From an optimization exercise on the open Yosys and OpenROAD flow, aimed at small area, a short achievable clock period and few clock cycles; shortcuts taken in it are not production practice. At most, simulation tests tie the RTL to the original design; equivalence was not proved. No activity file was given, so power comes from the tool's default toggle rates.

## old
## ssb_seqgen
module ssb_seqgen (
    input  wire        clk,
    input  wire        rst,           
    input  wire        start,
    input  wire [1:0]  op,
    input  wire [11:0] len,           
    input  wire [30:0] cinit,         
    input  wire [8:0]  nid1,          
    input  wire [1:0]  nid2,          
    input  wire [9:0]  ncell,         
    input  wire [5:0]  issb,          
    input  wire [6:0]  lmax,          
    input  wire        nhf,           
    output wire        ready,
    output wire        out_valid,
    output wire [31:0] out_data,
    input  wire        out_ready
);
Size: about 120 I/O pins, roughly 0.010 mm2 of cells after synthesis.
Settings: LEC_CHECK=0, CAP_MARGIN=20, CORE_MARGIN=2, CORE_UTILIZATION=40, SLEW_MARGIN=20; clock period 10.0 ns.
run.sh (not shown) runs the stock make flow with config.mk's settings and CLKGATE_MAP_FILE= SYNTH_SCRIPT=/design/flow/synth_recipe.tcl, a recipe that flattens the netlist after the stock synthesis.
old: flow completed, timing, DRC and antenna clean
### old -> new
==> flow/flow/run.sh (new file) <==
#!/bin/bash
# The standard layout (the standard.sh, unchanged synthesis), with
# repair_timing asked for extra setup margin so that the layout is
# optimised for a shorter achieved period. Each step's output is logged.
bash standard.sh synth > synth.log 2>&1
bash standard.sh SETUP_SLACK_MARGIN=7.0 finish > finish.log 2>&1
==> flow/standard.sh (new file) <==
#!/bin/bash
# synth_recipe.tcl (not shown) runs the flow's synth.tcl, then flattens the netlist and writes it again
# the make line also repeats each setting of config.mk as NAME=value (left out here)
make -C /OpenROAD-flow-scripts/flow DESIGN_CONFIG=/design/flow/config.mk WORK_HOME=/design/flow/orfs CLKGATE_MAP_FILE= SYNTH_SCRIPT=/design/flow/synth_recipe.tcl "${@:-finish}"
removed: flow/run.sh
Notes after the runs:
Relative to old, new improves worst slack at placement. new vs old: layout-stage area growth over the synthesis result up in new. Summary: with old as the reference, post-route standard cell area excluding fillers in new moved up by more than 10%. Between new and old, it is new whose proportion of power drawn by combinational gates is higher, by 9.5 points. Summary: post-route worst setup slack, new better than old. Taking old as the reference, in new count of filler cells inserted in the layout now smaller, average wire length per cell after detail routing now larger, worst voltage drop across the vdd grid now smaller, area fraction in and, or, nand and nor cells after synthesis comparable. From new to old, synthesized area did not move at all.
Function was not checked in any run of this note: the RTL went through the layout flow alone.

Another version of the RTL of ssb_seqgen (not shown whole).
Size: roughly 1,100 cells after synthesis, about 140 flip-flops, about 10,000 sq um of cells after synthesis.
clock: 10.0 ns
lec_check: 0
cap_margin: 20
core_margin: 2
core_utilization: 40
setup_slack_margin: 5
slew_margin: 20
Stock flow here: none of the scripts above is used.
Edit:
==> flow/flow/run.sh (new file) <==
#!/bin/bash
# Standard layout, with repair_timing asked for extra setup margin.
bash standard.sh synth > synth.log 2>&1
bash standard.sh SETUP_SLACK_MARGIN=6.5 finish > finish.log 2>&1
==> flow/standard.sh (new file) <==
#!/bin/bash
# synth_recipe.tcl (not shown) runs the flow's synth.tcl, then flattens the netlist and writes it again
# the make line also repeats each setting of config.mk as NAME=value (left out here)
make -C /OpenROAD-flow-scripts/flow DESIGN_CONFIG=/design/flow/config.mk WORK_HOME=/design/flow/orfs CLKGATE_MAP_FILE= SYNTH_SCRIPT=/design/flow/synth_recipe.tcl "${@:-finish}"
Settings changed: SETUP_SLACK_MARGIN 5 to not set.
removed: flow/run.sh
Core utilization grows by 0.42 points; power went down by 1.3%; die area is unchanged; cell area went up by 0.86%; global-route usage went up by 0.12 points; area after synthesis does not change; critical path depth drops by 7; maximum frequency rises by 41%; combinational power barely changes; routed wire length is about the same.
Function was not checked in any run of this note: the RTL went through the layout flow alone.

Another version of the RTL of ssb_seqgen (not shown whole).
Size: about 1,100 cells after synthesis, roughly 140 flip-flops, ~120 I/O pins, roughly 10,000 um^2 of cells after synthesis.
export LEC_CHECK = 0
export CAP_MARGIN = 20
export CORE_MARGIN = 2
export CORE_UTILIZATION = 65
export CTS_BUF_LIST = sky130_fd_sc_hd__clkbuf_8
export PLACE_DENSITY = 0.8
export SLEW_MARGIN = 20
create_clock -name core_clock -period 10.0 [get_ports {clk}]
standard.sh (not shown) runs the stock make flow with config.mk's settings and CLKGATE_MAP_FILE= SYNTH_SCRIPT=/design/flow/synth_recipe.tcl, a recipe that flattens the netlist after the stock synthesis.
==> flow/flow/run.sh <==
#!/bin/bash
# The standard layout (the standard.sh, unchanged synthesis), with
# repair_timing asked for extra setup margin so that the layout is
# optimised for a shorter achieved period. Every port gets a buffer, as in
# the standard flow: the outputs a buf_2 (flow/buffer_outputs.tcl, run just
# before the standard buffer_ports), the inputs a buf_1. Each step's output
# is logged. The clock tree uses clkbuf_8, larger sink clusters and no dummy
# loads.
bash standard.sh synth > synth.log 2>&1
bash standard.sh SETUP_SLACK_MARGIN=7.0 "PRE_GLOBAL_PLACE_TCL=$PWD/flow/buffer_outputs.tcl" \
    "BUFFER_PORTS_ARGS=-inputs -buffer_cell sky130_fd_sc_hd__buf_1" \
    "CTS_ARGS=-sink_clustering_enable -repair_clock_nets -buf_list sky130_fd_sc_hd__clkbuf_8 -sink_clustering_size 30 -sink_clustering_max_diameter 100 -dont_use_dummy_load" finish > finish.log 2>&1
==> flow/flow/buffer_outputs.tcl <==
buffer_ports -outputs -buffer_cell sky130_fd_sc_hd__buf_2
Testbench counts at the start, summed over its fixed seeds: cycles 16,268.
Next try:
--- a/flow/config.mk
+++ b/flow/config.mk
@@ -9,5 +9,4 @@
 export CORE_MARGIN = 2
-export CORE_UTILIZATION = 65
+export CORE_UTILIZATION = 40
 export CTS_BUF_LIST = sky130_fd_sc_hd__clkbuf_8
-export PLACE_DENSITY = 0.8
 export SLEW_MARGIN = 20
=>
- first-iteration DRC count is lower by 3.0%
- wire length is higher by 12%
- cell area is higher by 3.3%
- via count is lower by 1.6%
- critical path depth does not change
- die area is higher by 60%
- non-clock buffer count is higher by 15

ssb_seqgen, a different RTL version from the one above (not shown whole).
Size: about 1,200 cells after synthesis, ~120 I/O pins.
export LEC_CHECK = 0
export CAP_MARGIN = 20
export CORE_MARGIN = 2
export CORE_UTILIZATION = 40
export SLEW_MARGIN = 20
create_clock -name core_clock -period 10.0 [get_ports {clk}]
==> flow/flow/run.sh <==
#!/bin/bash
# The standard layout (the standard.sh, unchanged synthesis), with
# repair_timing asked for extra setup margin so that the layout is
# optimised for a shorter achieved period. Each step's output is logged.
bash standard.sh synth > synth.log 2>&1
bash standard.sh SETUP_SLACK_MARGIN=7.0 finish > finish.log 2>&1
Next try:
--- a/flow/flow/run.sh
+++ b/flow/flow/run.sh
@@ -6 +6 @@
-bash standard.sh SETUP_SLACK_MARGIN=7.0 finish > finish.log 2>&1
+bash standard.sh SETUP_SLACK_MARGIN=6.5 finish > finish.log 2>&1
=>
- utilization falls by 1.9 points
- clock skew falls by 4.3 ps
- setup slack degrades by 170 ps
- wire length falls by 3.7%
Function was not checked in any run of this note: the RTL went through the layout flow alone.

== quartz ==
RTL: one of the versions met above, not the one the previous note started from.
For scale: roughly 1100 cells after synthesis, ~140 flip-flops, about 120 I/O pins, roughly 10000 µm² of cells after synthesis.
// ssb_seqgen
module ssb_seqgen (
    input  wire        clk,
    input  wire        rst,           
    input  wire        start,
    input  wire [1:0]  op,
    input  wire [11:0] len,           
    input  wire [30:0] cinit,         
    input  wire [8:0]  nid1,          
    input  wire [1:0]  nid2,          
    input  wire [9:0]  ncell,         
    input  wire [5:0]  issb,          
    input  wire [6:0]  lmax,          
    input  wire        nhf,           
    output wire        ready,
    output wire        out_valid,
    output wire [31:0] out_data,
    input  wire        out_ready
);
==> flow/config.mk <==
export PLATFORM = sky130hd
export DESIGN_NAME = ssb_seqgen
export DESIGN_NICKNAME = ssb_seqgen
export VERILOG_FILES = /design/flow/design.v
export SDC_FILE = /design/flow/constraint.sdc
export NUM_CORES = 4
export LEC_CHECK = 0
export CAP_MARGIN = 20
export CORE_MARGIN = 2
export CORE_UTILIZATION = 40
export CTS_BUF_LIST = sky130_fd_sc_hd__clkbuf_8
export SLEW_MARGIN = 20
==> flow/constraint.sdc <==
create_clock -name core_clock -period 10.0 [get_ports {clk}]
set_input_delay 2.0000 -clock core_clock [delete_from_list [all_inputs] [get_ports {clk}]]
set_output_delay 2.0000 -clock core_clock [all_outputs]
set_load 0.01 [all_outputs]
==> flow/flow/run.sh <==
#!/bin/bash
# The standard layout (the standard.sh, unchanged synthesis), with
# repair_timing asked for extra setup margin so that the layout is
# optimised for a shorter achieved period, and ports buffered with a
# small buffer cell. Each step's output is logged.
bash standard.sh synth > synth.log 2>&1
bash standard.sh SETUP_SLACK_MARGIN=6.8 "BUFFER_PORTS_ARGS=-buffer_cell sky130_fd_sc_hd__buf_2" finish > finish.log 2>&1
Testbench counts of quartz, summed over its fixed seeds: cycles 16,268.
#### Input delta (tundra over quartz)
Settings: an added PLACE_DENSITY of 0.7; a change of CORE_UTILIZATION from 40 to 55.
==> flow/flow/run.sh <==
#!/bin/bash
# The standard layout (the standard.sh, unchanged synthesis), with
# repair_timing asked for extra setup margin so that the layout is
# optimised for a shorter achieved period. Every port gets a buffer, as in
# the standard flow: the outputs a buf_2 (flow/buffer_outputs.tcl, run just
# before the standard buffer_ports), the inputs a buf_1. Each step's output
# is logged. The clock tree uses clkbuf_8, larger sink clusters and no dummy
# loads.
bash standard.sh synth > synth.log 2>&1
bash standard.sh SETUP_SLACK_MARGIN=7.0 "PRE_GLOBAL_PLACE_TCL=$PWD/flow/buffer_outputs.tcl" \
    "BUFFER_PORTS_ARGS=-inputs -buffer_cell sky130_fd_sc_hd__buf_1" \
    "CTS_ARGS=-sink_clustering_enable -repair_clock_nets -buf_list sky130_fd_sc_hd__clkbuf_8 -sink_clustering_size 30 -sink_clustering_max_diameter 100 -dont_use_dummy_load" finish > finish.log 2>&1
==> flow/flow/buffer_outputs.tcl (new file) <==
buffer_ports -outputs -buffer_cell sky130_fd_sc_hd__buf_2
## What came out
In summary, tundra completed successfully, with a layout that passed the timing, DRC and antenna checks.
A termination of the worst setup path of ready is what quartz shows, while x1[30] belongs to tundra.
tundra vs quartz, launch point of the critical path: out_ready vs st_free
Between quartz and tundra, the difference in clock latency of the later-clocked register in the worst-skew pair is negligible.
In the flow results for quartz and tundra, the starting density of the core is smaller on quartz.
In tundra the global-route usage turned out 7.9 points higher than in quartz.
quartz vs tundra, start-to-end type of the worst setup path: reg -> out vs in -> reg
Compared with quartz, in tundra power consumed by the clock network -about 24%, peak clock frequency supported by timing +6.5%.
Area added between synthesis and finish in tundra is 2.7 points below quartz.
tundra against quartz: critical path depth grew by 6, cell count after synthesis held steady.
What lagoon does differently from tundra at the input level:
Settings: PLACE_DENSITY no longer set, was 0.7; CORE_UTILIZATION now 40, was 55.
==> flow/flow/run.sh <==
#!/bin/bash
# The standard layout (the standard.sh, unchanged synthesis), with
# repair_timing asked for extra setup margin so that the layout is
# optimised for a shorter achieved period, and ports buffered with a
# small buffer cell. Each step's output is logged.
bash standard.sh synth > synth.log 2>&1
bash standard.sh SETUP_SLACK_MARGIN=7.0 "BUFFER_PORTS_ARGS=-buffer_cell sky130_fd_sc_hd__buf_2" finish > finish.log 2>&1
removed: flow/flow/buffer_outputs.tcl
Notes after the runs:
- Comparing lagoon and tundra, portion of the clock cycle consumed by the worst path in the final layout is higher on lagoon.
- Measured against each other, lagoon and tundra differ in count of vias placed by the detailed router, the lower figure coming from tundra.
- Comparing global-route wire length before repair for lagoon and tundra, the bigger number came from lagoon.
- Side by side, area of the multi-input gates turned out higher in lagoon than in tundra.
- The overall power consumption in lagoon sits about 6.5% above the value recorded for tundra.
- lagoon vs tundra — post-cts resize count dropped 2.
- For the synthesis-to-layout area growth, lagoon came in 7.1 points higher than tundra did.
- Setup WNS tundra -> lagoon: worse
- In the tables for lagoon and tundra, global-route usage reads lower with lagoon.
- Looking at critical setup path kind, the reg -> out result is from lagoon; the in -> reg one comes from tundra.
- Against tundra as the reference, lagoon delivers a higher detailed placer's ending HPWL.

==> re-timing with driven ports <==
Ports are ideal in the flow. The routed layouts listed here were re-timed in OpenROAD. Step 1: set_driving_cell puts a clkbuf_16 on clk and a buf_2 on each other input, an assumption about the parent block. Step 2 adds t to the input delays and takes it off the output delays; t is the mean of the earliest and latest rising clock arrival at the registers after step 1. Input paths then give back, and output paths get back, about the clock's delay inside the block. a / b / c = no drivers / after step 1 / after step 2; a / b = the first two.
run	t (ns)	setup WS [ns]	hold WS [ns]	clock arrival spread, ns
old	0.416	5.077 / 5.097 / 4.681	0.493 / 0.493 / 0.493	0.016 / 0.016
new	0.420	6.489 / 6.438 / 6.187	0.531 / 0.531 / 0.531	0.018 / 0.017
the first run of note 2	0.475	5.188 / 5.213 / 4.738	0.519 / 0.519 / 0.519	0.012 / 0.012
the second run of note 2	0.486	6.582 / 6.535 / 6.137	0.533 / 0.533 / 0.533	0.010 / 0.010
the first run of note 3	0.503	6.947 / 6.968 / 6.465	0.512 / 0.512 / 0.512	0.021 / 0.022
the second run of note 3	0.504	6.981 / 6.960 / 6.482	0.485 / 0.485 / 0.485	0.044 / 0.044
the first run of note 4	0.471	6.718 / 6.732 / 6.261	0.527 / 0.527 / 0.527	0.016 / 0.016
the second run of note 4	0.479	6.553 / 6.503 / 6.110	0.535 / 0.535 / 0.535	0.012 / 0.012
quartz	0.514	6.800 / 6.754 / 6.332	0.498 / 0.498 / 0.498	0.017 / 0.018
tundra	0.495	6.997 / 7.004 / 6.521	0.495 / 0.495 / 0.495	0.030 / 0.030
lagoon	0.497	6.949 / 6.903 / 6.510	0.511 / 0.511 / 0.511	0.012 / 0.012
After both steps every run listed still meets setup and hold. For the second run of note 3, which loses most, drivers alone change the setup slack by -0.021 ns; drivers and shift together by -0.499 ns.
